Context: an optimization exercise on an open-source flow, tuned for small area. The choices shown serve that exercise and are no tape-out recipe.
The RTL was checked by simulation tests, not by an equivalence proof against the original design.
Power and IR drop assume default switching activity.

== the previous run ==
==> module e1_realign, before the edit <==
module e1_realign (
    input  wire        clk,
    input  wire        rst,         
    input  wire        set_valid,   
    input  wire [15:0] set_nbits,
    input  wire        in_valid,
    input  wire [7:0]  in_byte,
    output reg         out_valid,
    output reg  [7:0]  out_byte
);
    reg [7:0]   offset;             
    reg [4:0]   zl;                 
    wire clr = rst | set_valid;
    reg  [3:0]  c4;                 
    reg  [1:0]  c2_n;               
    reg         c1;                 
    wire [7:0]  u4_n, u2, u1_n;
    e1_realign_muxi8 m_u4 (.s(offset[2]), .a(in_byte), .b({c4,   in_byte[7:4]}), .y(u4_n));
    e1_realign_muxi8 m_u2 (.s(offset[1]), .a(u4_n),    .b({c2_n, u4_n[7:2]}),    .y(u2));
    e1_realign_muxi8 m_u1 (.s(offset[0]), .a(u2),      .b({c1,   u2[7:1]}),      .y(u1_n));
    reg  [127:0] s16_n;             
    reg  [63:0]  s8;                
    reg  [31:0]  s4_n;              
    reg  [15:0]  s2;                
    reg  [7:0]   s1_n;              
    wire [7:0]  v16, v8_n, v4, v2_n, v1;
    e1_realign_muxi8 m_v16 (.s(offset[7]), .a(u1_n), .b(s16_n[127:120]), .y(v16));
    e1_realign_muxi8 m_v8  (.s(offset[6]), .a(v16),  .b(s8[63:56]),      .y(v8_n));
    e1_realign_muxi8 m_v4  (.s(offset[5]), .a(v8_n), .b(s4_n[31:24]),    .y(v4));
    e1_realign_muxi8 m_v2  (.s(offset[4]), .a(v4),   .b(s2[15:8]),       .y(v2_n));
    e1_realign_muxi8 m_v1  (.s(offset[3]), .a(v2_n), .b(s1_n),           .y(v1));
    always @(posedge clk) begin
        out_valid <= in_valid & ~rst & ~set_valid;
        out_byte  <= (zl != 5'd0) ? 8'd0 : v1;
        if (in_valid) begin
            s16_n <= {s16_n[119:0], u1_n};
            s8    <= {s8[55:0],     v16};
            s4_n  <= {s4_n[23:0],   v8_n};
            s2    <= {s2[7:0],      v4};
            s1_n  <= v2_n;
        end
        if (clr) begin
            c4   <= 4'd0;
            c2_n <= 2'b11;
            c1   <= 1'b0;
        end else if (in_valid) begin
            c4   <= in_byte[3:0];
            c2_n <= u4_n[1:0];
            c1   <= u2[0];
        end
        if (rst) begin
            offset <= 8'd0;
            zl     <= 5'd0;
        end else if (set_valid) begin
            offset <= set_nbits[7:0];
            zl     <= set_nbits[7:3];
        end else if (in_valid && zl != 5'd0) begin
            zl     <= zl - 5'd1;
        end
    end
endmodule
export LEC_CHECK = 0
export CAP_MARGIN = 10
export CORE_MARGIN = 2
export CORE_UTILIZATION = 55
export SLEW_MARGIN = 10
export SYNTH_HIERARCHICAL = 1
export SYNTH_MINIMUM_KEEP_SIZE = 0
create_clock -name core_clock -period 10.0 [get_ports {clk}]
standard.sh (not shown) runs the stock make flow with config.mk's settings and CLKGATE_MAP_FILE= SYNTH_SCRIPT=/design/flow/synth_recipe.tcl, a recipe that flattens the netlist after the stock synthesis.
==> flow/flow/run.sh <==
#!/bin/bash
# The standard layout (the standard.sh) with these changes:
#  - ports are buffered with the smallest buffer, sky130_fd_sc_hd__buf_1;
#  - after the placement resizer, logic gates are set to their smallest
#    drive strength (flow/downsize.tcl);
#  - clock tree synthesis uses sky130_fd_sc_hd__clkbuf_16 leaf buffers for
#    clusters of up to 33 flip-flops, small sky130_fd_sc_hd__clkbuf_4 buffers
#    above them, and adds no dummy loads.
# Synthesis, floorplan, power grid, placement and routing are the standard ones.
# The make output goes to standard_make.log; each ORFS step keeps its own log
# under orfs/logs/.
set -euo pipefail
export BUFFER_PORTS_ARGS="-buffer_cell sky130_fd_sc_hd__buf_1"
export POST_RESIZE_TCL="$PWD/flow/downsize.tcl"
export CTS_ARGS="-sink_clustering_enable -repair_clock_nets -dont_use_dummy_load -buf_list {sky130_fd_sc_hd__clkbuf_16} -sink_clustering_size 33 -sink_clustering_max_diameter 100 -root_buf sky130_fd_sc_hd__clkbuf_4 -tree_buf sky130_fd_sc_hd__clkbuf_4"
bash standard.sh finish > standard_make.log 2>&1
==> flow/flow/downsize.tcl <==
# Sourced by ORFS after the placement resizer (POST_RESIZE_TCL).
# Synthesis maps some logic gates at more than the smallest drive strength.
# The design has several ns of setup slack, so every combinational gate that
# is not a buffer is set to the smallest drive strength of its own function;
# repair_design then fixes any slew or capacitance violation this causes.
# Flip-flops, buffers and clock cells are left as they are.
set n 0
foreach inst [get_cells *] {
  set m [get_property $inst ref_name]
  if { ![regexp {^(sky130_fd_sc_hd__\w+)_(2|4|6|8|12|16)$} $m -> base drv] } {
    continue
  }
  if { [string match *buf* $m] || [string match *df* $m] || [string match *clk* $m] } {
    continue
  }
  foreach d {0 1} {
    set lc [get_lib_cells -quiet ${base}_$d]
    if { [llength $lc] } {
      puts "downsize [get_full_name $inst]: $m -> ${base}_$d"
      replace_cell $inst $lc
      incr n
      break
    }
  }
}
puts "downsized $n instances"
estimate_parasitics -placement
repair_design
Input-level comparison between the current run and the previous run:
-- flow/design.v --
<<< the previous run, line 33
        out_valid <= in_valid & ~rst & ~set_valid;
        out_byte  <= (zl != 5'd0) ? 8'd0 : v1;
        if (in_valid) begin
            s16_n <= {s16_n[119:0], u1_n};
            s8    <= {s8[55:0],     v16};
>>> the current run, line 33
        out_valid <= in_valid & ~rst & ~set_valid;
        out_byte  <= (zl != 5'd0) ? 8'd0 : v1;
        if (in_valid && !set_valid) begin
            s16_n <= {s16_n[119:0], u1_n};
            s8    <= {s8[55:0],     v16};
==> run summary <==
Taking the previous run as the reference, in the current run sequential cell fraction of total power down 0.6 points; flip-flop and latch share of the layout cell area down 0.41 points. Any difference in clock-cell share of area between the previous run and the current run is small enough to ignore. The current run ends up with lower first-iteration DRC count than the previous run does. The previous run → the current run: number of distinct library cells after synthesis fell by about 7%, critical path depth fell by 6, synthesis-to-finish area growth rose by 0.46 points, register-to-register path setup slack fell by 0.12 ns, sequential power fell by about 3%. Against the previous run, non-clock buffer count in the current run rose by a few percent.

-- static timing again, ports no longer ideal --
In the flow no input, the clock included, has a driving cell. The finished layouts below were timed again as built, in two steps.
Step 1 (the two cells are an assumption about what drives the block):
set clk [get_ports {clk}]
set_driving_cell -lib_cell sky130_fd_sc_hd__clkbuf_16 $clk
set_driving_cell -lib_cell sky130_fd_sc_hd__buf_2 [delete_from_list [all_inputs] $clk]
Step 2 times the ports against the registers' clock, not the clock port: input delays grow and output delays shrink by t, the midpoint of the rising clock arrivals with the driver on.
Three values: ideal ports, drivers, drivers and shift; two values: the first two.
run	t, ns	setup slack, ns	slew at the worst register clock pin (ns)
the previous run	0.599	6.643 / 6.652 / 6.053	0.12 / 0.12
the current run	0.629	5.870 / 5.870 / 5.241	0.12 / 0.12
After both steps setup and hold are still met in every run listed. For the current run, which loses most, drivers alone change the setup slack by 0.000 ns; drivers and shift together by -0.629 ns.
